This design comes from an exercise in tuning for small area, a short achievable clock period and few clock cycles per item on the open sky130 flow, not from production work. Function was checked by simulation only, so behaviour that the tests miss may differ from the original.

==> inputs of v29 <==
// ltae_lut
module ltae_lut (
    input  wire        clk,
    input  wire        rst,
    input  wire        start,
    input  wire [1:0]  op,        
    input  wire [31:0] arg0,
    input  wire [31:0] arg1,
    output wire        busy,
    output reg         done,
    output wire [31:0] result,
    output reg         dom_err
);
Settings: LEC_CHECK=0, CAP_MARGIN=40, CORE_MARGIN=2, CORE_UTILIZATION=45, SLEW_MARGIN=40, SYNTH_MEMORY_MAX_BITS=65536; clock period 24.0 ns.
run.sh (not shown) runs the stock make flow with config.mk's settings and CLKGATE_MAP_FILE= SYNTH_SCRIPT=/design/flow/synth_recipe.tcl, a recipe that flattens the netlist after the stock synthesis.
==> v23 (differences from v29) <==
--- a/flow/design.v
+++ b/flow/design.v
@@ -78,20 +78,18 @@
 );
     wire [7:0]  ea   = a[30:23], eb = b[30:23];
     wire        ge   = (ea >= eb);
     wire [7:0]  dab  = ea - eb;
     wire [7:0]  dba  = eb - ea;
     wire        x_inf = (ea == 8'hFF) | (eb == 8'hFF);
     wire [26:0] ma   = {ea != 8'd0, a[22:0], 3'b000};
     wire [26:0] mb   = {eb != 8'd0, b[22:0], 3'b000};
-    wire [27:0] sab, sba;
-    ltae_fadd_al u_ab (.mx(ma), .mz(mb), .d(dab), .sum(sab));
-    ltae_fadd_al u_ba (.mx(mb), .mz(ma), .d(dba), .sum(sba));
-    wire [27:0] sum  = ge ? sab : sba;
+    wire [27:0] sum;
+    ltae_fadd_al u_al (.mx(ge ? ma : mb), .mz(ge ? mb : ma), .d(ge ? dab : dba), .sum(sum));
     wire [7:0]  ex   = ge ? ea : eb;
     wire        c    = sum[27];
     wire [23:0] m    = c ? sum[27:4] : sum[26:3];
     wire        g    = c ? sum[3] : sum[2];
     wire        st   = c ? (|sum[2:0]) : (|sum[1:0]);
     wire        up   = g & (st | m[0]);
     wire [23:0] m1;
     ltae_inc #(24) u_i (.a(m), .y(m1));
@@ -174,30 +172,100 @@
     assign {a5, a4} = csa(r6, r7, r8);
     assign {b1, b0} = csa(a0, a1, a2);
     assign {b3, b2} = csa(a3, a4, a5);
     assign {c1, c0} = csa(b0, b1, b2);
     assign {d1, d0} = csa(c0, c1, b3);
     wire [24:0] rem = d0 + d1;                     
     assign j = (rem >= MC);
 endmodule
+module ltae_fastchk (
+    input  wire [47:0] p,
+    input  wire [2:0]  zs,
+    output wire [6:0]  n,
+    output wire        ok
+);
+    wire [19:0] w  = p[47:28] >> zs;              
+    wire [7:0]  ni = w[19:12];
+    wire [11:0] fr = w[11:0];
+    assign n  = ni[6:0];
+    assign ok = (ni != 8'd0) & (ni <= 8'd99) & (fr != 12'd0) & (fr != 12'hFFF);
+endmodule
+module ltae_mul2pi (
+    input  wire [23:0] ma,
+    output wire [25:0] qt
+);
+    function [95:0] csa;
+        input [47:0] a, b, c;
+        begin
+            csa = {((a & b) | (a & c) | (b & c)) << 1, a ^ b ^ c};
+        end
+    endfunction
+    wire [47:0] m  = {24'd0, ma};
+    wire [47:0] nm = {24'd0, ~ma};
+    localparam [47:0] K = 48'd0 - (48'hFFFFFF << 0) - (48'hFFFFFF << 7)
+                               - (48'hFFFFFF << 11) - (48'hFFFFFF << 16);
+    wire [47:0] r0 = m << 23, r1 = m << 21, r2 = m << 18, r3 = m << 9, r4 = m << 2;
+    wire [47:0] r5 = nm, r6 = nm << 7, r7 = nm << 11, r8 = nm << 16, r9 = K;
+    wire [47:0] a0, a1, a2, a3, a4, a5, b0, b1, b2, b3, c0, c1, d0, d1, e0, e1;
+    assign {a1, a0} = csa(r0, r1, r2);
+    assign {a3, a2} = csa(r3, r4, r5);
+    assign {a5, a4} = csa(r6, r7, r8);
+    assign {b1, b0} = csa(a0, a1, a2);
+    assign {b3, b2} = csa(a3, a4, a5);
+    assign {c1, c0} = csa(b0, b1, r9);
+    assign {d1, d0} = csa(c0, c1, b2);
+    assign {e1, e0} = csa(d0, d1, b3);
+    wire [47:0] p = e0 + e1;
+    assign qt = p[47:22];
+endmodule
 module ltae_rom_sin (
     input  wire [6:0]  idx,
     output wire [30:0] val
 );
     localparam [4095:0] TAB = 4096'h0000000000000000000000000000000000000000000000000000000000000000000000000000000000000000000000000000000000000000000000000000000000000000000000000000000000000000000000000000000000000000000000000000000000000000000000000000000000000000000000000000000000000000000000000000000000000000000000000000000000000000000000000000000000000000000000000000000000000000000000000000000000000000000000000000000000000000000000000000000000000000000000000000000000000000000000000000000000000000000000000000000000000000000000003F8000003F7FEC433F7FB10F3F7F4E6D3F7EC46D3F7E13243F7D3AAC3F7C3B283F7B14BE3F79C79D3F7853F83F76BA073F74FA0B3F7314473F7109083F6ED89E3F6C835E3F6A09A73F676BD83F64AA593F61C5983F5EBE053F5B941A3F5848533F54DB313F514D3D3F4D9F023F49D1123F45E4033F41D8703F3DAEF93F3968423F3504F33F3085BB3F2BEB4A3F2736563F2267993F1D7FD13F187FC03F13682A3F0E39DA3F08F59B3F039C3D3EFC5D273EF15AEA3EE633753EDAE8803ECF7BCA3EC3EF153EB8442A3EAC7CD43EA09AE53E94A0313E888E933E78CFCC3E605C133E47C5C23E2F10A23E1640833DFAB2733DC8BD363D96A9053D48FB303CC90AB000000000;
     assign val = TAB[{idx, 5'd0} +: 31];
 endmodule
 module ltae_rom_pow10 (
     input  wire [4:0]  k,
     output wire [31:0] val
 );
     localparam [1023:0] TAB = 1024'h0000000000000000000000000000000000000000000000000000000000000000000000000000000000000000000000005F0AC7235D5E0B6B5BB1A2BC5A0E1BCA58635FA956B5E621551184E75368D4A551BA43B7501502F94E6E6B284CBEBC204B1896804974240047C35000461C4000447A000042C80000412000003F800000;
     assign val = TAB[{k, 5'd0} +: 32];
 endmodule
+module ltae_fastk (
+    input  wire [30:0] u,
+    output reg  [4:0]  k,
+    output reg  [23:0] ck,
+    output wire [2:0]  zs
+);
+    reg [7:0] zc;
+    always @* begin
+        k = 5'd1; ck = 24'd0; zc = 8'd0;
+        if (u >= 31'h7E967699) begin k = 5'd19; ck = 24'hD9C7DD; zc = 8'd4; end
+        else if (u >= 31'h7B4097CE) begin k = 5'd18; ck = 24'hAA2425; zc = 8'd253; end
+        else if (u >= 31'h77F684DF) begin k = 5'd17; ck = 24'h84EC3D; zc = 8'd246; end
+        else if (u >= 31'h749DC5AE) begin k = 5'd16; ck = 24'hCFB11F; zc = 8'd240; end
+        else if (u >= 31'h7149F2CA) begin k = 5'd15; ck = 24'hA24260; zc = 8'd233; end
+        else if (u >= 31'h6E013F39) begin k = 5'd14; ck = 24'hFD87B6; zc = 8'd227; end
+        else if (u >= 31'h6AA56FA6) begin k = 5'd13; ck = 24'hC61206; zc = 8'd220; end
+        else if (u >= 31'h6753C21C) begin k = 5'd12; ck = 24'h9ABE15; zc = 8'd213; end
+        else if (u >= 31'h64078678) begin k = 5'd11; ck = 24'hF1C901; zc = 8'd207; end
+        else if (u >= 31'h60AD78EC) begin k = 5'd10; ck = 24'hBCE508; zc = 8'd200; end
+        else if (u >= 31'h5D5E0B6B) begin k = 5'd9; ck = 24'h9392EF; zc = 8'd193; end
+        else if (u >= 31'h5A0E1BCA) begin k = 5'd8; ck = 24'hE69595; zc = 8'd187; end
+        else if (u >= 31'h56B5E621) begin k = 5'd7; ck = 24'hB424DC; zc = 8'd180; end
+        else if (u >= 31'h5368D4A5) begin k = 5'd6; ck = 24'h8CBCCC; zc = 8'd173; end
+        else if (u >= 31'h501502F9) begin k = 5'd5; ck = 24'hDBE6FF; zc = 8'd167; end
+        else if (u >= 31'h4CBEBC20) begin k = 5'd4; ck = 24'hABCC77; zc = 8'd160; end
+        else if (u >= 31'h49742400) begin k = 5'd3; ck = 24'h8637BD; zc = 8'd153; end
+        else if (u >= 31'h461C4000) begin k = 5'd2; ck = 24'hD1B717; zc = 8'd147; end
+    end
+    assign zs = zc[2:0] - u[25:23];
+endmodule
 module ltae_rom_sqrt (
     input  wire [6:0]  idx,
     output wire [31:0] val
 );
     localparam [4095:0] TAB = 4096'h00000000000000000000000000000000000000000000000000000000000000000000000000000000000000000000000000000000000000000000000000000000000000000000000000000000000000000000000000000000000000000000000000000000000000000000000000000000411F32AF411E6455411D94EC411CC471411BF2DF411B2032411A4C65411977744118A15A4117CA114116F196411617E341153CF2411460BE411383414112A4764111C4564110E2DC41100000410F1BBD410E360B410D4EE4410C6641410B7C1A410A90674109A3204108B43D4107C3B64106D1824105DD984104E7EE4103F07B4102F7344101FC104100FF024100000040FDFDFC40FBF7DF40F9ED9140F7DEF640F5CBF240F3B46A40F1983E40EF775140ED517F40EB26A940E8F6A940E6C15A40E4869540E2463040E0000040DDB3D740DB618640D908D940D6A99B40D4439540D1D68940CF623A40CCE66540CA62C240C7D70640C542E140C2A5FE40C0000040BD508740BA972840B7D37540B504F340B22B2040AF456F40AC534540A953FD40A646E140A32B2B40A00000409CC47140997774409617E34092A476408F1BBD408B7C1A4087C3B64083F07B408000004077DEF6406F77514066C15A405DB3D740544395404A62C240400000403504F3402953FD401CC471400F1BBD400000003FDDB3D73FB504F33F80000000000000;
     assign val = TAB[{idx, 5'd0} +: 32];
 endmodule
 module ltae_lut (
@@ -217,47 +285,49 @@
                I_T1   = 1,    
                I_T2   = 2,    
                I_H1   = 3,    
                I_H2   = 4,    
                I_H3   = 5,    
                I_L    = 6,    
                I_F1   = 7,    
                I_F    = 8,    
-               I_HANG = 9;    
-    localparam NS = 10;
+               I_HANG = 9,    
+               I_K    = 10,   
+               I_P    = 11;   
+    localparam NS = 12;
     localparam [1:0] O_SIN = 2'd0, O_SQRT = 2'd1, O_RES = 2'd2;
     localparam [23:0] R_2PI = 24'hA2F983,      
                       R_25  = 24'hA3D70A;      
     localparam [30:0] F_100   = 31'h42C80000,
                       F_10000 = 31'h461C4000;  
     reg [NS-1:0] st;
     reg        cosf;
     reg        sa;         
     reg [7:0]  ea;         
     reg [23:0] mxr, myr;   
     reg [31:0] rb;         
     reg [4:0]  k;          
     reg [7:0]  idx;        
     reg [1:0]  osel;
+    reg [2:0]  zs;         
     assign busy = ~st[I_IDLE];
     function [6:0] trunc100;
         input [30:0] v;
         begin
             if (v[30:23] < 8'd127)
                 trunc100 = 7'd0;
             else
                 trunc100 = {1'b1, v[22:17]} >> (8'd133 - v[30:23]);
         end
     endfunction
-    wire [31:0] sqrt_v, pk_v, pk1_v;
+    wire [31:0] sqrt_v, pk_v;
     wire [30:0] sin_mag;
     ltae_rom_sqrt  u_sqrt (.idx(idx[6:0]), .val(sqrt_v));
     ltae_rom_pow10 u_pow  (.k(k), .val(pk_v));
-    ltae_rom_pow10 u_pow1 (.k(k + 5'd1), .val(pk1_v));
     wire [6:0] sin_j = idx[6] ? (7'd64 - {1'b0, idx[5:0]}) : {1'b0, idx[5:0]};
     ltae_rom_sin   u_sin  (.idx(sin_j), .val(sin_mag));
     wire [31:0] sin_v = {idx[7] & (sin_mag != 31'd0), sin_mag};
     wire [23:0] fin_m = rb[23:0] + {23'd0, rb[24]};
     wire [7:0]  fin_e = ea + {7'd0, fin_m[23] ^ rb[23]};
     wire [31:0] fin_v = {1'b0, fin_e, fin_m[22:0]};
     assign result = (osel == O_SIN)  ? sin_v :
                     (osel == O_SQRT) ? sqrt_v : fin_v;
@@ -266,20 +336,31 @@
     wire [31:0] sq_r;
     ltae_fmul_rnd u_rnd (.p(prod), .e({1'b0, ea, 1'b0} - 10'd127), .y(sq_r));
     wire [31:0] sq = (ea < 8'd114) ? 32'd0 : sq_r;
     wire        f_hi = prod[47];
     wire [23:0] f_m  = f_hi ? prod[47:24] : prod[46:23];
     wire        f_g  = f_hi ? prod[23] : prod[22];
     wire        f_st = f_hi ? (|prod[22:0]) : (|prod[21:0]);
     wire        f_up = f_g & (f_st | f_m[0]);
-    wire [7:0]  f_e  = sqrt_v[30:23] + pk_v[30:23] - 8'd127 + {7'd0, f_hi};
+    wire [7:0]  f_e0 = sqrt_v[30:23] + pk_v[30:23] - 8'd127;
+    wire [7:0]  f_e  = ea + {7'd0, f_hi};
     wire [31:0] u_next;
     ltae_div100 u_d100 (.eu(ea), .qt(prod[47:22]), .y(u_next));
     wire        ge_next = ({ea, mxr[22:0]} >= F_10000);
+    wire [30:0] fk_u = st[I_IDLE] ? arg0[30:0] : {ea, mxr[22:0]};
+    wire [4:0]  fk_k;
+    wire [23:0] fk_c;
+    wire [2:0]  fk_z;
+    ltae_fastk u_fk (.u(fk_u), .k(fk_k), .ck(fk_c), .zs(fk_z));
+    wire [6:0]  fp_n;
+    wire        fp_ok;
+    ltae_fastchk u_fc (.p(prod), .zs(zs), .n(fp_n), .ok(fp_ok));
+    wire [25:0] q2pi_in;
+    ltae_mul2pi u_m2p (.ma({1'b1, arg0[22:0]}), .qt(q2pi_in));
     wire        j2pi;
     wire [7:0]  tidx;
     wire        tdom;
     ltae_div2pi_fix u_fix (.qt(rb[25:0]), .j(j2pi));
     ltae_fpack      u_idx (.sa(sa), .ea(ea), .qt(rb[25:0]), .j(j2pi), .idx(tidx), .dom(tdom));
     wire [31:0] v_sum;
     ltae_fadd u_add (.a(rb), .b({1'b0, ea, mxr[22:0]}), .y(v_sum));
     wire a_nan = (arg0[30:23] == 8'hFF) & (arg0[22:0] != 23'd0);
@@ -295,60 +376,59 @@
         end else begin
             done    <= 1'b0;
             dom_err <= 1'b0;
             if (st[I_IDLE] & start) begin
                 cosf <= op[0];
                 sa   <= arg0[31];
                 ea   <= arg0[30:23];
                 mxr  <= {1'b1, arg0[22:0]};
-                myr  <= (op == OP_HYPOT) ? {1'b1, arg0[22:0]} :
-                        (op == OP_SQRT)  ? R_25 : R_2PI;
-                rb   <= arg1;
+                myr  <= (op == OP_HYPOT) ? {1'b1, arg0[22:0]} : R_25;
+                rb   <= op[1] ? arg1 : {6'd0, q2pi_in};
                 k    <= 5'd0;
                 idx  <= {1'b0, trunc100(arg0[30:0])};
                 osel <= O_SQRT;
                 st[I_IDLE] <= 1'b0;
                 case (op)
                     OP_SIN, OP_COS:
                         if (arg0[30:23] == 8'hFF) begin
                             done    <= 1'b1;
                             dom_err <= 1'b1;
                             st[I_IDLE] <= 1'b1;
                         end else
-                            st[I_T1] <= 1'b1;
+                            st[I_T2] <= 1'b1;
                     OP_SQRT:
                         if (a_nan | a_neg) begin
                             done    <= 1'b1;
                             dom_err <= 1'b1;
                             st[I_IDLE] <= 1'b1;
                         end else if (a_inf)
                             st[I_HANG] <= 1'b1;
-                        else if (arg0[30:0] >= F_100)
+                        else if (arg0[30:0] >= F_10000) begin
+                            myr <= fk_c;
+                            k   <= fk_k;
+                            zs  <= fk_z;
+                            st[I_P] <= 1'b1;
+                        end else if (arg0[30:0] >= F_100)
                             st[I_L] <= 1'b1;
                         else begin
                             done <= 1'b1;
                             st[I_IDLE] <= 1'b1;
                         end
                     default:
                         if (a_nan | b_nan) begin
                             done    <= 1'b1;
                             dom_err <= 1'b1;
                             st[I_IDLE] <= 1'b1;
                         end else if (a_inf | b_inf)
                             st[I_HANG] <= 1'b1;
                         else
                             st[I_H1] <= 1'b1;
                 endcase
             end
-            if (st[I_T1]) begin
-                rb[25:0] <= prod[47:22];
-                st[I_T1] <= 1'b0;
-                st[I_T2] <= 1'b1;
-            end
             if (st[I_T2]) begin
                 idx     <= {tidx[7:6] + {1'b0, cosf}, tidx[5:0]};
                 osel    <= O_SIN;
                 done    <= 1'b1;
                 dom_err <= tdom;
                 st[I_T2]   <= 1'b0;
                 st[I_IDLE] <= 1'b1;
             end
@@ -369,36 +449,57 @@
             if (st[I_H3]) begin
                 mxr <= {1'b1, v_sum[22:0]};
                 ea  <= v_sum[30:23];
                 myr <= R_25;
                 idx <= {1'b0, trunc100(v_sum[30:0])};
                 st[I_H3] <= 1'b0;
                 if (v_sum[30:23] == 8'hFF)
                     st[I_HANG] <= 1'b1;
+                else if (v_sum[30:0] >= F_10000)
+                    st[I_K] <= 1'b1;
                 else if (v_sum[30:0] >= F_100)
                     st[I_L] <= 1'b1;
                 else begin
                     done <= 1'b1;
                     st[I_IDLE] <= 1'b1;
                 end
             end
             if (st[I_L]) begin
                 mxr <= {1'b1, u_next[22:0]};
                 ea  <= u_next[30:23];
                 k   <= k + 5'd1;
                 idx <= {1'b0, trunc100(u_next[30:0])};
                 if (!ge_next) begin
-                    myr <= {1'b1, pk1_v[22:0]};
                     st[I_L]  <= 1'b0;
                     st[I_F1] <= 1'b1;
                 end
             end
+            if (st[I_K]) begin
+                myr <= fk_c;
+                k   <= fk_k;
+                zs  <= fk_z;
+                st[I_K] <= 1'b0;
+                st[I_P] <= 1'b1;
+            end
+            if (st[I_P]) begin
+                st[I_P] <= 1'b0;
+                if (fp_ok) begin
+                    idx <= {1'b0, fp_n};
+                    st[I_F1] <= 1'b1;
+                end else begin                      
+                    myr <= R_25;
+                    k   <= 5'd0;
+                    st[I_L] <= 1'b1;
+                end
+            end
             if (st[I_F1]) begin
                 mxr <= {1'b1, sqrt_v[22:0]};
+                myr <= {1'b1, pk_v[22:0]};
+                ea  <= f_e0;
                 st[I_F1] <= 1'b0;
                 st[I_F]  <= 1'b1;
             end
             if (st[I_F]) begin
                 rb[24:0] <= {f_up, f_m};
                 ea       <= f_e;
                 osel     <= O_RES;
                 done     <= 1'b1;
Settings changed: ABC_AREA from default to 1.
==> notes.md <==
|  | v29 | v23 |
|---|---|---|
| DIE WIDTH | 350 um | 371 um |
| Amount of wire on met2 after detailed routing | 97600 um | 116000 um |
| Reg-to-reg startpoint | ea[0]$_DFFE_PP_ | ea[4]$_DFFE_PP_ |
| Post-placement setup slack | 9.34 ns | 10.32 ns |
| Drt first pass iters | 9 | 19 |
| Post-route fraction of the period consumed by the critical path | 62.9% | 58.4% |
| Layout multi-input combinational cell count | 6027 | 7130 |
| Hold endpoint | st[0]$_SDFF_PP1_ | st[11]$_SDFF_PP0_ |
| Result of the run | no timing/DRC/antenna violations | no timing/DRC/antenna violations |
| Routed WL | 233000 um | 276000 um |
| Worst-case reg-to-reg path depth | 49 | 69 |
| M1 GR Usage | 50.7% | 53.7% |
| Total via count after detailed routing | 57.8k | 66.6k |
Testbench counts of v29, summed over its fixed seeds: cycles 17,410, items 4,000.
Testbench counts of v23, summed over its fixed seeds: cycles 11,381, items 4,000.

[separate check: timing with driven ports]
No port has a modelled driver above. Below, the same layouts with a new extraction and two added sets of constraints.
Step 1 (the two cells are an assumption about what drives the block):
set clk [get_ports {clk}]
set_driving_cell -lib_cell sky130_fd_sc_hd__clkbuf_16 $clk
set_driving_cell -lib_cell sky130_fd_sc_hd__buf_2 [delete_from_list [all_inputs] $clk]
Step 2, shift: input delay + t, output delay - t, t = (earliest + latest rising clock arrival at the registers) / 2. This alone moves slack from input paths to output paths.
a / b / c = no drivers / after step 1 / after step 2; a / b = the first two.
run | t, ns | setup WS [ns] | hold WS [ns] | clock arrival spread, ns | slew at the worst register clock pin (ns)
v29 | 0.520 | 8.908 / 8.908 / 8.908 | 0.514 / 0.514 / 0.514 | 0.014 / 0.014 | 0.07 / 0.07
v23 | 0.541 | 9.995 / 9.995 / 9.995 | 0.486 / 0.486 / 0.486 | 0.016 / 0.016 | 0.07 / 0.07
After both steps setup and hold are still met in every run listed.
